From an optimization exercise on the open Yosys and OpenROAD flow, aimed at small area; shortcuts taken in it are not production practice.
In this exercise RTL edits were held to simulation tests only and were not proved equivalent to the original.
No activity file was given, so power comes from the tool's default toggle rates.

## main
==> flow/design.v <==
module bmc_core (
    input  wire        clk,
    input  wire        rst,
    input  wire        cmd_valid,
    input  wire [1:0]  cmd_op,
    input  wire [15:0] cfg_stride,
    input  wire [15:0] cfg_count,
    input  wire [32:0] cfg_paylen,
    output wire [13:0] status,
    output wire [32:0] payload_len,
    output wire [35:0] payload_bits,
    output wire [32:0] produced,
    output reg         rin_re,
    output wire [31:0] rin_addr,
    input  wire [7:0]  rin_rdata,
    output reg         pres_re,
    output reg         pres_we,
    output wire [15:0] pres_addr,
    output wire        pres_wdata,
    input  wire        pres_rdata,
    output reg         pay_re,
    output reg         pay_we,
    output wire [32:0] pay_addr,
    output wire [7:0]  pay_wdata,
    input  wire [7:0]  pay_rdata,
    output reg         rout_we,
    output wire [31:0] rout_addr,
    output wire [7:0]  rout_wdata
);
    localparam ST_IDLE = 2'd0, ST_BUSY = 2'd1, ST_DONE = 2'd2, ST_ERROR = 2'd3;
    localparam [4:0]
        P_IDLE   = 5'd0,
        P_ROW    = 5'd1,
        E_SCAN   = 5'd2,
        E_SCANG  = 5'd3,
        E_CHK    = 5'd4,
        E_CR     = 5'd5,
        E_CG     = 5'd6,
        E_T1     = 5'd7,
        E_T2     = 5'd8,
        E_ADV    = 5'd9,
        E_LR     = 5'd10,
        E_LG     = 5'd11,
        E_FL     = 5'd12,
        E_PL     = 5'd13,
        D_PRES   = 5'd16,
        D_ABS    = 5'd17,
        D_T1R    = 5'd18,
        D_T1G    = 5'd19,
        D_T2R    = 5'd20,
        D_T2G    = 5'd21,
        D_RUN    = 5'd22,
        D_RUNE   = 5'd23,
        D_LR     = 5'd24,
        D_LG     = 5'd25,
        D_CKR    = 5'd26,
        D_CKC    = 5'd27;
    reg [1:0]  state_q;
    reg [1:0]  last_op_q;
    reg [32:0] paylen_q;     
    reg [35:0] wn_q;
    reg [32:0] total_q;      
    wire err = (state_q == ST_ERROR);
    assign status       = {last_op_q, 2'b00, err, 1'b0, 3'b000, err, 2'b00, state_q};
    assign payload_len  = paylen_q;
    assign payload_bits = wn_q;
    assign produced     = total_q;
    reg [4:0]  ph;
    reg [15:0] s_q, n_q, r_q;
    reg [15:0] col_q;        
    reg [32:0] ridx_q;       
    reg [2:0]  rbit_q;       
    reg        wp_q;         
    reg [6:0]  sr_q;         
    reg [2:0]  k_q;          
    reg        f0_q, f1_q;   
    wire enc = last_op_q[0];
    wire        cls     = (ph == E_CR);
    wire [15:0] colx    = {col_q[15:2], col_q[1] | (k_q[1] & cls),
                           col_q[0] | (k_q[0] & cls) | (ph == E_PL)};
    wire        col_eq  = (colx == s_q);
    wire        at_end  = (ridx_q == paylen_q);
    wire        ck_eq   = (ridx_q == total_q);
    wire        r_eq_n  = (r_q == n_q);
    wire        rbitv   = pay_rdata[3'd7 - rbit_q];
    wire        lbitv   = rin_rdata[3'd7 - k_q];
    wire [32:0] rin_sum = paylen_q + {17'd0, colx};
    reg         step;
    reg         ebit;
    always @(*) begin
        step = 1'b0;
        ebit = 1'b0;
        case (ph)
        E_T1:  begin step = 1'b1; ebit = ~(k_q[2] & f1_q); end
        E_T2:  begin step = 1'b1; ebit = ~(k_q[2] & f0_q); end
        E_LG:  begin step = 1'b1; ebit = lbitv; end
        E_FL:  step = 1'b1;
        D_T1G, D_T2G, D_LG: step = 1'b1;
        default: ;
        endcase
    end
    wire        ck_step = (ph == D_CKC) & ~col_eq;
    wire        rcin    = (step & (rbit_q == 3'd7)) | ck_step;
    wire [32:0] ridx_inc = ridx_q + {32'd0, rcin};
    wire        prod    = ((ph == D_ABS) & ~col_eq) | (ph == D_RUN) | (ph == D_RUNE) |
                          ((ph == D_LG) & (k_q == 3'd7));
    assign rin_addr   = rin_sum[31:0];
    assign pres_addr  = r_q;
    assign pres_wdata = (ph == E_SCANG);
    assign pay_addr   = ridx_q;
    assign pay_wdata  = {sr_q, ebit};
    assign rout_addr  = total_q[31:0];
    assign rout_wdata = {sr_q, (ph == D_LG) ? rbitv : sr_q[0]};
    always @(*) begin
        rin_re  = 1'b0;
        pres_re = 1'b0;
        pres_we = 1'b0;
        pay_re  = 1'b0;
        pay_we  = 1'b0;
        rout_we = prod & wp_q;
        case (ph)
        P_ROW:   pres_re = ~enc & ~r_eq_n;
        E_SCAN:  begin rin_re = ~col_eq; pres_we = col_eq; end
        E_SCANG: pres_we = (rin_rdata != 8'hFF);
        E_CR:    rin_re = ~col_eq & ~k_q[2];
        E_LR:    rin_re = ~col_eq;
        E_T1, E_T2, E_LG, E_FL: pay_we = (rbit_q == 3'd7);
        D_T1R:   pay_re = ~col_eq & ~at_end;
        D_T2R, D_LR: pay_re = ~at_end;
        default: ;
        endcase
    end
    wire accept = cmd_valid & (state_q != ST_BUSY) & (cmd_op[0] ^ cmd_op[1]);
    always @(posedge clk) begin
        if (rst) begin
            state_q   <= ST_IDLE;
            last_op_q <= 2'd0;
            paylen_q  <= 33'd0;
            wn_q      <= 36'd0;
            total_q   <= 33'd0;
            ph        <= P_IDLE;
        end else begin
            if (step) begin
                rbit_q <= rbit_q + 3'd1;
                ridx_q <= ridx_inc;
                sr_q   <= {sr_q[5:0], enc ? ebit : rbitv};
            end
            if (prod) begin
                total_q <= total_q + 33'd1;
                col_q   <= col_q + 16'd1;
            end
            case (ph)
            P_IDLE: begin
                if (accept) begin
                    state_q   <= ST_BUSY;
                    last_op_q <= cmd_op;
                    s_q       <= cfg_stride;
                    n_q       <= cfg_count;
                    r_q       <= 16'd0;
                    ridx_q    <= 33'd0;
                    rbit_q    <= 3'd0;
                    wp_q      <= 1'b0;
                    ph        <= P_ROW;
                    if (cmd_op[0]) begin
                        paylen_q <= 33'd0;
                    end else begin
                        paylen_q <= cfg_paylen;
                        total_q  <= 33'd0;
                    end
                end
            end
            P_ROW: begin
                col_q <= 16'd0;
                if (r_eq_n) begin
                    if (enc) begin
                        wn_q     <= {ridx_q, rbit_q};
                        paylen_q <= 33'd0;
                        ph       <= (rbit_q == 3'd0) ? E_PL : E_FL;
                    end else if (!wp_q) begin
                        r_q    <= 16'd0;
                        ridx_q <= 33'd0;
                        ph     <= D_CKR;
                    end else begin
                        state_q <= ST_DONE;
                        ph      <= P_IDLE;
                    end
                end else ph <= enc ? E_SCAN : D_PRES;
            end
            E_SCAN: begin
                if (col_eq) begin             
                    r_q      <= r_q + 16'd1;
                    paylen_q <= rin_sum;
                    ph       <= P_ROW;
                end else ph <= E_SCANG;
            end
            E_SCANG: begin
                if (rin_rdata != 8'hFF) begin
                    r_q   <= r_q + 16'd1;
                    col_q <= 16'd0;
                    ph    <= E_CHK;
                end else begin
                    col_q <= col_q + 16'd1;
                    ph    <= E_SCAN;
                end
            end
            E_CHK: begin
                k_q  <= 3'd0;
                f0_q <= 1'b1;
                f1_q <= 1'b1;
                if (col_eq) begin
                    paylen_q <= rin_sum;
                    ph       <= P_ROW;
                end else ph <= E_CR;
            end
            E_CR: ph <= (col_eq | k_q[2]) ? E_T1 : E_CG;
            E_CG: begin
                f0_q <= f0_q & (rin_rdata == 8'h00);
                f1_q <= f1_q & (rin_rdata == 8'hFF);
                k_q  <= k_q + 3'd1;
                ph   <= E_CR;
            end
            E_T1: ph <= (k_q[2] & f1_q) ? E_ADV : E_T2;
            E_T2: begin
                k_q <= 3'd0;
                ph  <= (k_q[2] & f0_q) ? E_ADV : E_LR;
            end
            E_ADV: begin
                col_q <= col_q + 16'd1;
                if (col_q[1:0] == 2'd3) ph <= E_CHK;
            end
            E_LR: ph <= col_eq ? E_CHK : E_LG;
            E_LG: begin
                k_q <= k_q + 3'd1;
                if (k_q == 3'd7) begin
                    col_q <= col_q + 16'd1;
                    ph    <= (col_q[1:0] == 2'd3) ? E_CHK : E_LR;
                end else ph <= E_LR;
            end
            E_FL: begin                      
                if (rbit_q == 3'd7) ph <= E_PL;
            end
            E_PL: begin                      
                if (at_end) begin
                    state_q <= ST_DONE;
                    ph      <= P_IDLE;
                end else paylen_q <= rin_sum;
            end
            D_PRES: begin
                r_q  <= r_q + 16'd1;
                sr_q <= 7'h7F;
                ph   <= pres_rdata ? D_T1R : D_ABS;
            end
            D_ABS: if (col_eq) ph <= P_ROW;
            D_T1R: ph <= (col_eq | at_end) ? P_ROW : D_T1G;
            D_T1G: begin
                sr_q <= 7'h7F;
                ph   <= rbitv ? D_T2R : D_RUN;
            end
            D_T2R: ph <= at_end ? P_ROW : D_T2G;
            D_T2G: begin
                sr_q <= 7'h00;
                k_q  <= 3'd0;
                ph   <= rbitv ? D_LR : D_RUN;
            end
            D_RUN: begin                     
                if (col_eq) ph <= (col_q[1:0] == 2'd3) ? P_ROW : D_RUNE;
                else if (col_q[1:0] == 2'd3) ph <= D_T1R;
            end
            D_RUNE: if (col_q[1:0] == 2'd3) ph <= P_ROW;    
            D_LR: begin
                if (col_eq) ph <= D_T1R;
                else if (at_end) ph <= P_ROW;
                else ph <= D_LG;
            end
            D_LG: begin
                k_q <= k_q + 3'd1;
                if (k_q == 3'd7 && col_q[1:0] == 2'd3) ph <= D_T1R;
                else ph <= D_LR;
            end
            D_CKR: begin
                col_q <= 16'd0;
                if (r_eq_n) begin
                    if (ck_eq) begin         
                        wp_q    <= 1'b1;
                        r_q     <= 16'd0;
                        ridx_q  <= 33'd0;
                        rbit_q  <= 3'd0;
                        total_q <= 33'd0;
                        ph      <= P_ROW;
                    end else begin
                        state_q <= ST_ERROR;
                        ph      <= P_IDLE;
                    end
                end else ph <= D_CKC;
            end
            D_CKC: begin
                if (col_eq) begin
                    r_q <= r_q + 16'd1;
                    ph  <= D_CKR;
                end else begin
                    col_q  <= col_q + 16'd1;
                    ridx_q <= ridx_inc;
                end
            end
            default: ph <= P_IDLE;
            endcase
        end
    end
endmodule
clock: 10.0 ns
lec_check: 0
cap_margin: 20
core_area: 2.3 2.72 178.71 178.2
die_area: 0 0 181 181
place_density: 0.6
slew_margin: 20
standard.sh (not shown) runs the stock make flow with config.mk's settings and CLKGATE_MAP_FILE= SYNTH_SCRIPT=/design/flow/synth_recipe.tcl, a recipe that flattens the netlist after the stock synthesis.
==> flow/flow/run.sh <==
#!/bin/bash
set -euo pipefail
cd "$(dirname "$0")/.."
export FLOW_WORK_DIR="$PWD"
bash standard.sh SYNTH_SCRIPT="$PWD/flow/abc_synth.tcl" \
  BUFFER_PORTS_ARGS="-buffer_cell sky130_fd_sc_hd__buf_1" \
  CTS_ARGS="-sink_clustering_enable -repair_clock_nets -dont_use_dummy_load -sink_clustering_size 16 -sink_clustering_max_diameter 50 -buf_list sky130_fd_sc_hd__clkbuf_8" \
  finish > orfs_make.log 2>&1
==> flow/flow/abc_synth.tcl <==
proc abc {args} {
  set i [lsearch -exact $args -script]
  if {$i >= 0} {
    set args [lreplace $args $i [expr {$i + 1}] -script $::env(FLOW_WORK_DIR)/flow/area.abc]
  }
  yosys abc {*}$args
}
source $::env(FLOW_WORK_DIR)/synth_recipe.tcl
==> flow/flow/area.abc <==
strash
dc2
&get -n
&dch -f
&nf -R 1000
&put
main reached the end of the flow, and the finished layout is clean on the timing, DRC and antenna checks.
Input-level comparison between the feature branch and main:
--- a/flow/design.v
+++ b/flow/design.v
@@ -41,9 +41,8 @@
         E_ADV    = 5'd9,
         E_LR     = 5'd10,
         E_LG     = 5'd11,
         E_FL     = 5'd12,
-        E_PL     = 5'd13,
         D_PRES   = 5'd16,
         D_ABS    = 5'd17,
         D_T1R    = 5'd18,
         D_T1G    = 5'd19,
@@ -75,10 +74,9 @@
     reg [2:0]  k_q;          
     reg        f0_q, f1_q;   
     wire enc = last_op_q[0];
     wire        cls     = (ph == E_CR);
-    wire [15:0] colx    = {col_q[15:2], col_q[1] | (k_q[1] & cls),
-                           col_q[0] | (k_q[0] & cls) | (ph == E_PL)};
+    wire [15:0] colx    = {col_q[15:2], col_q[1:0] | (k_q[1:0] & {2{cls}})};
     wire        col_eq  = (colx == s_q);
     wire        at_end  = (ridx_q == paylen_q);
     wire        ck_eq   = (ridx_q == total_q);
     wire        r_eq_n  = (r_q == n_q);
@@ -173,10 +171,13 @@
                 col_q <= 16'd0;
                 if (r_eq_n) begin
                     if (enc) begin
                         wn_q     <= {ridx_q, rbit_q};
-                        paylen_q <= 33'd0;
-                        ph       <= (rbit_q == 3'd0) ? E_PL : E_FL;
+                        paylen_q <= ridx_inc;
+                        if (rbit_q == 3'd0) begin
+                            state_q <= ST_DONE;
+                            ph      <= P_IDLE;
+                        end else ph <= E_FL;
                     end else if (!wp_q) begin
                         r_q    <= 16'd0;
                         ridx_q <= 33'd0;
                         ph     <= D_CKR;
@@ -236,15 +237,13 @@
                     ph    <= (col_q[1:0] == 2'd3) ? E_CHK : E_LR;
                 end else ph <= E_LR;
             end
             E_FL: begin                      
-                if (rbit_q == 3'd7) ph <= E_PL;
-            end
-            E_PL: begin                      
-                if (at_end) begin
-                    state_q <= ST_DONE;
+                if (rbit_q == 3'd7) begin
+                    paylen_q <= ridx_inc;
+                    state_q  <= ST_DONE;
                     ph      <= P_IDLE;
-                end else paylen_q <= rin_sum;
+                end
             end
             D_PRES: begin
                 r_q  <= r_q + 16'd1;
                 sr_q <= 7'h7F;
### Flow results
The feature branch: no failed stages, no open violations at the end
Taking main as 1.0, the feature branch lands at 1.10 on power density normalized to cell area.
On the feature branch: number of filler cells placed in the layout is 2.3% higher than what main gave.
main and the feature branch ended up with nearly the same synthesized cell count.
[compare] base=main new=the feature branch: final weighted congestion in routability-driven placement shows a reduction of about 4.3%; utilization after layout shows an increase of 0.18 points.

-- port drivers added, routing unchanged --
Ports are ideal in the flow. The routed layouts listed here were re-timed in OpenROAD. Step 1 (the two cells are an assumption about what drives the block):
set clk [get_ports {clk}]
set_driving_cell -lib_cell sky130_fd_sc_hd__clkbuf_16 $clk
set_driving_cell -lib_cell sky130_fd_sc_hd__buf_2 [delete_from_list [all_inputs] $clk]
Step 2 moves the port delays by t, midway between the first and last clock arrival at a register: inputs arrive t later, outputs are due t later. That takes back most of the time a late clock gives input paths. Three values: ideal ports, drivers, drivers and shift; two values: the first two.
run | shift t [ns] | setup slack, ns | worst register clock-pin slew, ns
main | 0.553 | 1.190 / 1.143 / 1.696 | 0.09 / 0.09
the feature branch | 0.643 | 1.018 / 0.967 / 1.610 | 0.09 / 0.09
After both steps setup and hold are still met in every run listed.
